What follows belongs to an exercise in optimizing a design on an open flow for small area, a short achievable clock period and few clock cycles per item; a production flow would make more cautious choices.
In this exercise RTL edits were held to simulation tests only and were not proved equivalent to the original.
No activity file was given, so power comes from the tool's default toggle rates.

### design/flow/config.mk
export PLATFORM = sky130hd
export DESIGN_NAME = pn532_codec
export DESIGN_NICKNAME = pn532_codec
export VERILOG_FILES = /design/flow/design.v
export SDC_FILE = /design/flow/constraint.sdc
export NUM_CORES = 4
export LEC_CHECK = 0
export CAP_MARGIN = 20
export CORE_MARGIN = 2
export CORE_UTILIZATION = 40
export SETUP_SLACK_MARGIN = 2.5
export SLEW_MARGIN = 20
### design/flow/constraint.sdc
create_clock -name core_clock -period 5.0 [get_ports {clk}]
set_input_delay 1.0000 -clock core_clock [delete_from_list [all_inputs] [get_ports {clk}]]
set_output_delay 1.0000 -clock core_clock [all_outputs]
set_load 0.01 [all_outputs]
### design/flow/design.v
module pn532_codec (
    input  wire       clk,
    input  wire       rst,
    input  wire [7:0] in_data,
    input  wire       in_valid,
    output wire       in_ready,
    output wire [7:0] out_data,
    output wire       out_valid,
    output wire       out_last,
    output wire       out_fault,
    input  wire       out_ready
);
    localparam [4:0] S_IDLE = 5'd0;    
    localparam [4:0] S_TAIL = 5'd1;    
    localparam [4:0] S_LEN  = 5'd2;    
    localparam [4:0] S_DATA = 5'd3;    
    localparam [4:0] S_SKIP = 5'd4;    
    localparam [4:0] S_DPRE = 5'd5;    
    localparam [4:0] S_DLCS = 5'd6;    
    localparam [4:0] S_DTFI = 5'd7;    
    localparam [4:0] S_DRC  = 5'd8;    
    localparam [4:0] S_DPAY = 5'd9;    
    localparam [4:0] S_DST  = 5'd10;   
    localparam [4:0] S_ECMD = 5'd11;   
    localparam [4:0] S_ELEN = 5'd12;   
    localparam [4:0] S_EPAY = 5'd13;   
    localparam [4:0] S_EH1  = 5'd16;   
    localparam [4:0] S_EH2  = 5'd17;   
    localparam [4:0] S_EH3  = 5'd18;   
    localparam [4:0] S_EH4  = 5'd19;   
    localparam [4:0] S_EH5  = 5'd20;   
    localparam [4:0] S_EH6  = 5'd21;   
    localparam [4:0] S_EDCS = 5'd22;   
    localparam [4:0] S_LO   = 5'd23;   
    localparam [4:0] S_STAT = 5'd24;   
    localparam [4:0] S_REF  = 5'd25;   
    localparam [1:0] M_DCS = 2'd0, M_CRCA = 2'd1, M_CRCB = 2'd2, M_DEC = 2'd3;
    reg [4:0]  st;
    reg [1:0]  mode;
    reg [7:0]  rem;
    reg [15:0] acc;
    reg        f1, f4;
    reg [7:0]  o_data;
    reg        o_valid, o_last, o_fault;
    wire ob_free = !o_valid || out_ready;
    assign in_ready = !st[4] && ob_free;
    wire fire = in_valid && in_ready;
    wire inv = (mode == M_CRCB);
    wire [7:0]  cx = acc[7:0] ^ in_data;
    wire [7:0]  ct = {cx[7:4] ^ cx[3:0], cx[3:0]};
    wire [15:0] crc_n = {ct[7:3], ct[2:0] ^ ct[7:5], acc[15:12] ^ ct[4:1],
                         acc[11] ^ ct[0] ^ ct[7], acc[10:8] ^ ct[6:4]};
    wire [7:0] diff   = acc[15:8] - in_data;      
    wire [7:0] rem_m1 = rem - 8'd1;
    wire [7:0] lo_m1  = acc[7:0] - 8'd1;
    wire [8:0] n_p2   = {1'b0, in_data} + 9'd2;
    wire       r_last = (rem == 8'd3);
    wire       hi_z   = (acc[15:8] == 8'h00);
    wire       lo_z   = (acc[7:0] == 8'h00);
    wire       n_z    = (in_data == 8'h00);
    wire is_idle = (st == S_IDLE) || (st == S_TAIL);
    wire d_inc = ({1'b0, rem} < {1'b0, acc[7:0]} + 9'd4);
    wire d_bad = !hi_z || (acc[7:1] == 7'd0);
    reg [4:0] st_n;
    always @(*) begin
        st_n = st;
        case (st)
            S_IDLE, S_TAIL: begin
                if (st == S_TAIL && ob_free)
                    st_n = S_IDLE;
                if (fire) begin
                    case (in_data)
                        8'h01, 8'h02, 8'h03, 8'h06: st_n = S_LEN;
                        8'h04: st_n = S_ECMD;
                        8'h7E: st_n = S_STAT;
                        8'h7F: st_n = S_IDLE;
                        default: st_n = S_REF;
                    endcase
                end
            end
            S_LEN: if (fire) begin
                case (mode)
                    M_DCS:   st_n = n_z ? S_TAIL : S_DATA;
                    M_DEC:   st_n = (in_data < 8'd13) ? (n_z ? S_IDLE : S_SKIP) : S_DPRE;
                    default: st_n = n_z ? S_LO : S_DATA;
                endcase
            end
            S_DATA: if (fire && r_last) st_n = (mode == M_DCS) ? S_TAIL : S_LO;
            S_SKIP: if (fire && r_last) st_n = S_IDLE;
            S_DPRE: if (fire && lo_z) st_n = S_DLCS;
            S_DLCS: if (fire) st_n = S_DTFI;
            S_DTFI: if (fire) st_n = (d_inc || d_bad) ? S_SKIP : S_DRC;
            S_DRC:  if (fire) st_n = S_DPAY;
            S_DPAY: if (fire && lo_z) st_n = S_DST;
            S_DST:  if (ob_free) st_n = (fire && r_last) ? S_IDLE : S_SKIP;
            S_ECMD: if (fire) st_n = S_ELEN;
            S_ELEN: if (fire) st_n = n_p2[8] ? S_SKIP : S_EH1;
            S_EPAY: if (fire && r_last) st_n = S_EDCS;
            S_EH6:  if (ob_free) st_n = (rem == 8'd2) ? S_EDCS : S_EPAY;
            S_EH1, S_EH2, S_EH3, S_EH4, S_EH5:
                    if (ob_free) st_n = st + 5'd1;
            S_EDCS: if (ob_free) st_n = S_TAIL;
            S_LO:   if (ob_free) st_n = S_TAIL;
            S_STAT, S_REF: if (ob_free) st_n = S_IDLE;
            default: st_n = S_IDLE;
        endcase
    end
    reg       emit;
    reg       e_last, e_fault;
    reg [7:0] e_const;       
    reg       s_acc, s_in, s_rem, s_lcs, s_dec;
    always @(*) begin
        emit = 1'b0; e_last = 1'b0; e_fault = 1'b0; e_const = 8'h00;
        s_acc = 1'b0; s_in = 1'b0; s_rem = 1'b0; s_lcs = 1'b0; s_dec = 1'b0;
        case (st)
            S_TAIL: begin emit = ob_free; e_last = 1'b1; s_acc = 1'b1; end
            S_LO, S_EH6, S_EDCS: begin emit = ob_free; s_acc = 1'b1; end
            S_STAT: begin emit = ob_free; e_last = 1'b1; e_const = {3'b000, f4, 2'b00, f1, 1'b0}; end
            S_REF:  begin emit = ob_free; e_last = 1'b1; e_fault = 1'b1; e_const = 8'h04; end
            S_LEN:  begin emit = fire && mode == M_DEC && in_data < 8'd13; e_last = 1'b1; e_const = 8'h03; end
            S_DTFI: begin emit = fire && (d_inc || d_bad); e_last = 1'b1; e_const = d_inc ? 8'h03 : 8'h01; end
            S_DRC:  begin emit = fire; s_in = 1'b1; s_dec = 1'b1; end
            S_DPAY: begin emit = fire && !lo_z; s_in = 1'b1; end
            S_EPAY: begin emit = fire; s_in = 1'b1; end
            S_DST:  begin emit = ob_free; e_last = 1'b1; e_const = hi_z ? 8'h00 : 8'h02; end
            S_ELEN: begin emit = fire; e_last = n_p2[8]; e_fault = n_p2[8]; e_const = n_p2[8] ? 8'h01 : 8'h00; end
            S_EH1:  begin emit = ob_free; end
            S_EH2:  begin emit = ob_free; e_const = 8'hFF; end
            S_EH3:  begin emit = ob_free; s_rem = 1'b1; end
            S_EH4:  begin emit = ob_free; s_lcs = 1'b1; end
            S_EH5:  begin emit = ob_free; e_const = 8'hD4; end
            default: ;
        endcase
    end
    wire       acc_hi_sel = (st == S_TAIL) || (st == S_EDCS);
    wire [7:0] acc_byte   = (acc_hi_sel ? acc[15:8] : acc[7:0]) ^ {8{inv}};
    wire [7:0] in_byte    = s_dec ? in_data - 8'd1 : in_data;
    wire [7:0] e_data = e_const
                      | ({8{s_acc}} & acc_byte)
                      | ({8{s_in}}  & in_byte)
                      | ({8{s_rem}} & rem)
                      | ({8{s_lcs}} & ~rem_m1);
    reg        hi_ld_c, hi_ld_d, hi_ld_crc;
    reg  [7:0] hi_c;
    reg        lo_ld_c, lo_ld_in, lo_ld_dec, lo_ld_crc;
    reg  [7:0] lo_c;
    reg        rem_ld, rem_dec;
    always @(*) begin
        hi_ld_c = 1'b0; hi_ld_d = 1'b0; hi_ld_crc = 1'b0; hi_c = 8'h00;
        lo_ld_c = 1'b0; lo_ld_in = 1'b0; lo_ld_dec = 1'b0; lo_ld_crc = 1'b0; lo_c = 8'h00;
        rem_ld = 1'b0; rem_dec = 1'b0;
        case (st)
            S_IDLE, S_TAIL: begin
                hi_ld_c = fire && in_data == 8'h04; hi_c = 8'h2C;    
            end
            S_LEN: begin
                rem_ld = fire;
                hi_ld_c = fire; lo_ld_c = fire;
                case (mode)
                    M_CRCA: begin hi_c = 8'h63; lo_c = 8'h63; end
                    M_CRCB: begin hi_c = 8'hFF; lo_c = 8'hFF; end
                    M_DEC:  begin hi_c = 8'h00; lo_c = 8'h09; end
                    default: begin hi_c = 8'h00; lo_c = 8'h00; end
                endcase
            end
            S_DATA: begin
                rem_dec = fire; lo_ld_crc = fire;
                hi_ld_d = fire && mode == M_DCS; hi_ld_crc = fire && mode != M_DCS;
            end
            S_SKIP: rem_dec = fire;
            S_DPRE: begin
                rem_dec = fire; hi_ld_d = fire && lo_z;
                lo_ld_in = fire && lo_z; lo_ld_dec = fire && !lo_z;
            end
            S_DLCS: begin rem_dec = fire; hi_ld_d = fire; end
            S_DTFI: begin
                rem_dec = fire;
                hi_ld_d = fire; lo_ld_dec = fire;
            end
            S_DRC, S_DPAY: begin rem_dec = fire; hi_ld_d = fire; lo_ld_dec = fire; end
            S_DST: rem_dec = fire;
            S_ECMD: begin hi_ld_d = fire; lo_ld_in = fire; end
            S_ELEN: rem_ld = fire;
            S_EPAY: begin rem_dec = fire; hi_ld_d = fire; end
            S_EDCS: begin hi_ld_c = ob_free; hi_c = 8'h00; end
            default: ;
        endcase
    end
    wire [7:0] hi_n = ({8{hi_ld_c}} & hi_c) | ({8{hi_ld_d}} & diff) | ({8{hi_ld_crc}} & crc_n[15:8]);
    wire [7:0] lo_n = ({8{lo_ld_c}} & lo_c) | ({8{lo_ld_in}} & in_data) |
                      ({8{lo_ld_dec}} & lo_m1) | ({8{lo_ld_crc}} & crc_n[7:0]);
    always @(posedge clk) begin
        if (hi_ld_c || hi_ld_d || hi_ld_crc)
            acc[15:8] <= hi_n;
        if (lo_ld_c || lo_ld_in || lo_ld_dec || lo_ld_crc)
            acc[7:0] <= lo_n;
        if (rem_ld)
            rem <= n_p2[7:0];
        else if (rem_dec)
            rem <= rem_m1;
        if (is_idle && fire)
            mode <= (in_data == 8'h02) ? M_CRCA :
                    (in_data == 8'h03) ? M_CRCB :
                    (in_data == 8'h06) ? M_DEC  : M_DCS;
        if (emit) begin
            o_data  <= e_data;
            o_last  <= e_last;
            o_fault <= e_fault;
        end
    end
    always @(posedge clk) begin
        if (rst) begin
            st      <= S_IDLE;
            o_valid <= 1'b0;
            f1      <= 1'b0;
            f4      <= 1'b0;
        end else begin
            st <= st_n;
            if (emit)
                o_valid <= 1'b1;
            else if (out_ready)
                o_valid <= 1'b0;
            if (is_idle && fire && in_data == 8'h7F) begin
                f1 <= 1'b0;
                f4 <= 1'b0;
            end else begin
                if (st == S_ELEN && fire && n_p2[8])
                    f1 <= 1'b1;
                if (is_idle && fire && st_n == S_REF)
                    f4 <= 1'b1;
            end
        end
    end
    assign out_data  = o_data;
    assign out_valid = o_valid;
    assign out_last  = o_last;
    assign out_fault = o_fault;
endmodule
### design/flow/run.sh
#!/bin/bash
# synth_recipe.tcl (not shown) runs the flow's synth.tcl, then flattens the netlist and writes it again
# the make line also repeats each setting of config.mk as NAME=value (left out here)
make -C /OpenROAD-flow-scripts/flow DESIGN_CONFIG=/design/flow/config.mk WORK_HOME=/design/flow/orfs CLKGATE_MAP_FILE= SYNTH_SCRIPT=/design/flow/synth_recipe.tcl finish
==> flow_metrics.py, run 1 <==
metrics = {
    "route": {
        "vias": 5219,
        "drtIter0Drc": 460,
        "drc": 0,
        "post_drt_via_cell_ratio": 6.451,
        "ant_nets": 0,
        "drt_wl_total_um": 18080,
        "dr.pass1.iters": 5,
        "wl_per_cell_um": 22.35,
    },
    "cells_and_area": {
        "antennaDiodeCount": 0,
        "seqCellArea_um2": 1245,
        "drive_above_1_share": 0.2900,
        "final_cell_mix": "buf_4 (60), nand2_1 (48), xnor2_1 (46)",
        "fin_util": 0.5480,
        "fillCellCount": 1054,
        "multi_input_area_um2": 3956,
        "final_common_cell": "buf_4",
        "syn2layout_area_growth_pct": 34.14,
        "final_nets": 710,
    },
    "power_and_ir_drop": {
        "power_mw": 2.887,
        "swShare": 0.4537,
        "ir_worst_vdd_v": 0.0001758,
        "powerDensity_nw_per_um2": 438.5,
        "leakage_nw": 2.390,
        "p_clk_frac": 0.140,
        "combPwrFrac": 0.642,
        "internal-power_mw": 1.577,
        "seqPwrFrac": 0.218,
        "switchingPower_mw": 1.310,
    },
    "logic_synthesis": {
        "synth_compound_area_frac": 0.2313,
        "async_flop_share": 0,
        "synth_xor_area_frac": 0.1178,
        "syn-instance-count": 597,
        "synth_top_cell_by_area": "edfxtp_1",
        "synthMuxAreaShare": 0.01632,
        "synth_top_family_by_area": "compound AO/OA/AOI/OAI gates",
        "post_synth_num_cell_types": 76,
        "synth_area_per_cell_um2": 8.220,
        "ys_ff_latch": 44,
        "synth-simple-area-share": 0.2213,
        "synth_nets": 646,
        "yosys.area_share.adder": 0.09791,
        "synth_top_area_frac": 0.2203,
        "synth-edff-count": 36,
        "synth_area_leaders": "edfxtp_1 (22%), ha_1 (9.2%), xnor2_1 (8.6%)",
        "synth-main-ff-cell": "edfxtp_1",
        "yosysSeqAreaShare": 0.2529,
        "ys_warn_count": 1,
        "synthesis.area_um2": 4907,
    },
    "clock_network": {
        "cts_sinks": 44,
        "hold_buffers": 0,
        "clkTransAtPathRegs_ps": 80,
        "cts_buffers": 5,
        "htreeDepth": 2,
        "root_buffer": "clkbuf_16",
        "cts_tree": "done",
        "clk_latency_ps": 310,
        "clock_path_buffers": 2,
    },
    "sta": {
        "grt_setup_unrepaired": "yes",
        "min_period_ps": 2901,
        "relSlewSlack": 0.5179,
        "fin_setup_tns_ps": 0,
        "worst_pin_slew_ps": 723.0,
        "max_freq_mhz": 344.7,
        "setup_violations": 0,
        "fin_skew_ps": 10.91,
        "final_hold_viol_count": 0,
        "slew_viol_final": 0,
        "fin_crit_sh": 0.5802,
    },
    "placed_design": {
        "port_buffers": 23,
        "dpl.hpwl_um": 12620,
        "gp_congestion": 0.9815,
    },
    "die": {
        "rows": 40,
        "die_x_um": 114.8,
        "die_h_um": 114.8,
        "die_area_um2": 13170,
        "boundaryPins": 24,
        "initial_core_util": 0.4085,
        "core_um2": 12010,
    },
    "min_path": {
        "hp-class": "reg2reg",
        "hold_end": "f4",
        "hold_depth": 2,
        "hold_path_startpoint": "f4",
    },
    "global_routing": {
        "grt_first_pass_wirelength_um": 28210,
        "grt.total_usage": 0.2770,
        "grt_max_degree": 29,
        "grt_pass1_vias": 5019,
        "antenna_found_initial": 0,
        "grt-ovfl-total": 0,
    },
    "setup_path": {
        "critPathArrivalTime_ps": 3120,
        "rr_worst_depth": 12,
        "r2r-end": "f4",
        "cp_max_fo": 3,
        "endpoint_kind": "flip-flop",
        "crit_type": "reg2reg",
        "r2r_slack_ps": 2100,
        "r2r_start": "acc[2]",
        "cp-start-kind": "flip-flop",
        "critPathRequiredTime_ps": 5220,
    },
    "run_status": {
        "status": "timing/DRC/antenna clean",
    },
    "job": {
        "max-cap-violations": 0,
    },
}
-- final cells by class --
class	count	share of cell area
repair buffers	96	0.1332
multi-input cells	482	0.6010
clock buffers	5	0.01901
repair inverters	1	0.0009504
inverters	31	0.02167
clock inverters	3	0.007033
flip-flops and latches	44	0.1891
well taps	147	0.02794
-- registers in the layout, summed over array words and instances, names as in the netlist --
register,cells
acc,16
st,5
mode,2
rem,8
f1,1
o_data,8
f4,1
o_fault,1
o_last,1
o_valid,1
-- cells in the mapped netlist (9+ instances only) --
cell,instances
o21ai_0,36
ha_1,36
a21oi_1,36
xnor2_1,48
nand2b_1,10
inv_1,31
nor3_1,13
xor2_1,18
edfxtp_1,36
nand3_1,17
nand2_1,52
a221oi_1,14
a21o_1,9
clkbuf_1,21
nor2_1,43
-- cells by family (layout without fill, tap and decap cells) --
kind of cell / after synthesis / after routing
and+or+nand+nor: 204 / 204
AOI/OAI and AO/OA: 166 / 166
buffers and inverters: 71 / 136
xor gates and xnor gates: 66 / 66
DFF: 44 / 44
adders and majority gates: 38 / 38
muxes: 8 / 8
-- critical path, cell delays in order, from the launching register on --
cell      delay, ps
edfxtp_1        400
ha_2            210
and3_4          190
xnor2_2         120
ha_1            290
o21a_1          130
o21ai_2          60
a32oi_1         230
nand4_1         170
buf_6           170
or4_4           490
a21o_1          170
o31ai_1         180
-- per-layer routing --
| metal | track usage | part of all wire | routed length (um) | up-vias |
|---|---|---|---|---|
| met3 | 0.05430 | 0.094 | 1696 | 58 |
| li1 | - | - | - | 2338 |
| met2 | 0.4327 | 0.45 | 8124 | 320 |
| met4 | 0.1052 | 0.035 | 624 | 0 |
| met1 | 0.3805 | 0.42 | 7633 | 2503 |
| met5 | 0 | 0 | 0 | - |
-- per-stage QoR --
step	worst slack (ps)	instances	instance area, um2	hold slack [ps]
2_1_floorplan	2243	597	5146	424.9
3_3_place_gp	961.3	733	5359	497.5
3_5_place_dp	822.0	733	5359	493.9
4_1_cts	2173	796	6272	503.9
5_1_grt	1982	809	6583	529.8
6_report	2099	809	6583	499.1
-- worst max-delay path by stage --
| stage | start | endpoint | slack, ps |
|---|---|---|---|
| final | acc[2] | f4 | 2100 |
| after global routing | acc[2] | f4 | 1980 |
| after CTS | acc[2] | f4 | 2170 |
| after detailed placement | out_ready | rem[3] | 820 |
| after global placement | out_ready | rem[3] | 960 |
| after floorplan | in_data[0] | f4 | 2240 |
-- power groups by stage --
stage	registers (mW)	logic (mW)	clock network (mW)
floorplan	0.626	0.991	0
global placement	0.640	1.40	0
detailed placement	0.640	1.39	0
CTS	0.626	1.66	0.399
global route	0.641	1.97	0.415
finish	0.630	1.85	0.403
-- repair_timing --
action,in CTS,in global routing
buffers inserted,54,12
pin swaps,33,26
gates cloned,1,1
resized for setup,143,42
hold endpoints to repair,0,0
setup endpoints to repair,78,73
Testbench counts, summed over its fixed seeds: cycles 78,358, items 1,920.
==> inputs of run 2 (changes only) <==
--- a/design/flow/config.mk
+++ b/design/flow/config.mk
@@ -8,5 +8,4 @@
 export CAP_MARGIN = 20
 export CORE_MARGIN = 2
 export CORE_UTILIZATION = 40
-export SETUP_SLACK_MARGIN = 2.5
 export SLEW_MARGIN = 20
==> run 2 against run 1 <==
Still clean. Critical path depth is 2 lower. Total power decreased by 16%. Setup slack lost 800 ps. Sequential cell count stayed put. Sequential share of layout area grew 4.2 points. Clock power about the same. Sequential power is 6.7% higher.
==> flow_metrics.py, run 2 <==
metrics = {
    "cells_and_area": {
        "final_cell_area_um2": 5381,
        "final_cells": 746,
        "antennaDiodeCount": 0,
        "largest_register": "acc",
        "reg_top3": "acc (16), o_data (8), rem (8)",
        "drive_above_1_share": 0.06344,
        "syn2layout_area_growth_pct": 9.663,
        "final_nets": 647,
        "final_cell_mix": "nand2_1 (52), xnor2_1 (48), nor2_1 (43)",
        "largest_register_ffs": 16,
        "final_common_cell": "nand2_1",
        "fin_util": 0.4480,
    },
    "die": {
        "core_um2": 12010,
        "die_x_um": 114.8,
        "initial_core_util": 0.4085,
        "boundaryPins": 24,
        "die_h_um": 114.8,
        "die_area_um2": 13170,
        "rows": 40,
    },
    "sta": {
        "final_hold_viol_count": 0,
        "max_freq_mhz": 269.9,
        "grt_setup_unrepaired": "no",
        "fin_skew_ps": 14.08,
        "relSlewSlack": 0.3410,
        "worst_pin_slew_ps": 988.4,
        "fin_ws_ps": 1295,
        "holdWs_ps": 498.7,
        "slew_viol_final": 0,
        "min_period_ps": 3705,
        "fin_setup_tns_ps": 0,
        "fin_crit_sh": 0.7409,
        "setup_violations": 0,
    },
    "power_and_ir_drop": {
        "ir_worst_vdd_v": 0.0001759,
        "powerDensity_nw_per_um2": 448.7,
        "switchingPower_mw": 1.102,
        "seqPwrFrac": 0.278,
        "internal-power_mw": 1.313,
        "leakage_nw": 1.942,
        "combPwrFrac": 0.556,
        "swShare": 0.4564,
        "p_clk_frac": 0.166,
        "power_mw": 2.415,
    },
    "clock_network": {
        "root_buffer": "clkbuf_16",
        "hold_buffers": 0,
        "cts_sinks": 44,
        "cts.repair.resized": 0,
        "htreeDepth": 2,
        "cts_tree": "done",
        "cts_buffers": 5,
        "clk_latency_ps": 310,
        "clkTransAtPathRegs_ps": 60,
        "clock_path_buffers": 2,
        "cts_setup_buffers": 0,
    },
    "setup_path": {
        "cp_top_family": "simple AND/OR/NAND/NOR gates",
        "cp-start-kind": "input port",
        "rr_worst_depth": 9,
        "critPathRequiredTime_ps": 5210,
        "critPathArrivalTime_ps": 3920,
        "crit_cells": 10,
        "cpMaxStageDelayCell": "clkdlybuf4s50_1",
        "endpoint_kind": "flip-flop",
        "crit_type": "in2reg",
        "cp_cell_sequence": "clkdlybuf4s50_1 > inv_1 > ha_1 > nor3b_1 > nand2_1 > or4_1 > a41oi_1 > nand4_1 > a21o_1 > o31ai_1",
        "cp.buffers_inverters": 2,
        "critPathMaxStageDelay_ps": 600,
        "cp_max_fo": 8,
    },
    "global_routing": {
        "grt_first_pass_wirelength_um": 26460,
        "grt-ovfl-total": 0,
        "grt_pass1_vias": 4588,
        "grt.total_usage": 0.2602,
        "antenna_found_initial": 0,
        "grt_max_degree": 30,
    },
    "route": {
        "dr.pass1.iters": 5,
        "drc": 0,
        "ant_nets": 0,
        "drtIter0Drc": 585,
        "drt_wl_total_um": 16620,
        "vias": 4760,
        "wl_per_cell_um": 22.27,
        "post_drt_via_cell_ratio": 6.381,
    },
    "placed_design": {
        "dp.cells": 737,
        "place_ws_ps": 1035,
        "gp_congestion": 0.9724,
        "dpl.hpwl_um": 12780,
        "port_buffers": 23,
        "placed_cell_area_um2": 5206,
    },
    "logic_synthesis": {
        "synth-main-ff-cell": "edfxtp_1",
        "synth_top_cell_by_area": "edfxtp_1",
        "synth_area_per_cell_um2": 8.220,
        "syn-instance-count": 597,
        "synth-edff-count": 36,
        "synthesis.area_um2": 4907,
        "ys_ff_latch": 44,
        "post_synth_num_cell_types": 76,
        "ys_warn_count": 1,
        "synth_nets": 646,
        "ys_top_cells_by_count": "nand2_1 (52), xnor2_1 (48), nor2_1 (43)",
        "synth_top_area_frac": 0.2203,
        "yosysSeqAreaShare": 0.2529,
        "synth_area_leaders": "edfxtp_1 (22%), ha_1 (9.2%), xnor2_1 (8.6%)",
        "synth_most_common_cell": "nand2_1",
        "async_flop_share": 0,
    },
    "job": {
        "max-cap-violations": 0,
    },
    "min_path": {
        "hp-class": "reg2reg",
        "hold_depth": 2,
    },
    "run_status": {
        "status": "timing/DRC/antenna clean",
    },
}
-- run 2: cell families after synthesis --
kind of cell,count (synthesis),synth area share
simple gates,204,0.2213
compound gates,166,0.2313
buf+inv,71,0.06247
xor+xnor,66,0.1178
flops,44,0.2529
fa+ha+maj,38,0.09791
mux,8,0.01632
-- run 2: area by class of cell --
class / count / area [um2]
Inverter: 31 / 116.4
Tap cell: 147 / 183.9
Clock inverter: 3 / 42.54
Sequential cell: 44 / 1241
Timing Repair Buffer: 34 / 312.8
Fill cell: 1187 / 6630
Clock buffer: 5 / 125.1
Multi-Input combinational cell: 482 / 3359
-- run 2: worst min-delay path, stage by stage (launching register included) --
cell and delay [ps]:
dfxtp_1 340, nand2_1 60, o31ai_1 60
-- run 2: metal layers --
metal | part of all wire | GRT usage
met1 | 0.44 | 0.3722
met2 | 0.44 | 0.3905
met3 | 0.098 | 0.06220
met4 | 0.021 | 0.07791
met5 | 0 | 0
-- run 2: worst paths after layout --
kind	start	endpoint	slack, ps
max	in_data[1]	f4	1300
min	f4	f4	500
max reg2reg	st[0]	f4	1320
min reg2reg	f4	f4	500
-- run 2: power by group through the flow --
stage	Clock [mW]	Combinational, mW	Sequential (mW)
2_1_floorplan	0	0.937	0.626
3_3_place_gp	0	1.31	0.674
3_5_place_dp	0	1.30	0.678
4_1_cts	0.402	1.31	0.670
5_1_grt	0.413	1.45	0.683
6_report	0.400	1.34	0.672

-- separate check: timing with driven ports --
The results above use ideal ports. As a check the final layouts listed here were re-extracted and re-timed, cells and wires unchanged. Step 1, drivers: a clkbuf_16 drives clk and a buf_2 each remaining input, both assumed. Step 2, shift: input delay + t, output delay - t, t = (earliest + latest rising clock arrival at the registers) / 2. This alone moves slack from input paths to output paths. Slacks: ideal ports / drivers / drivers and shift; pairs: ideal ports / drivers.
run	shift t [ns]	setup slack, ns	latest minus earliest clock arrival (ns)	pins driven straight from the clock port
run 1	0.343	2.099 / 2.099 / 1.904	0.012 / 0.012	1
run 2	0.340	1.295 / 1.309 / 0.970	0.014 / 0.014	1
After both steps every run listed still meets setup and hold. The setup slack of run 2, which loses most, moves by +0.014 ns with the drivers and by -0.325 ns with both steps.
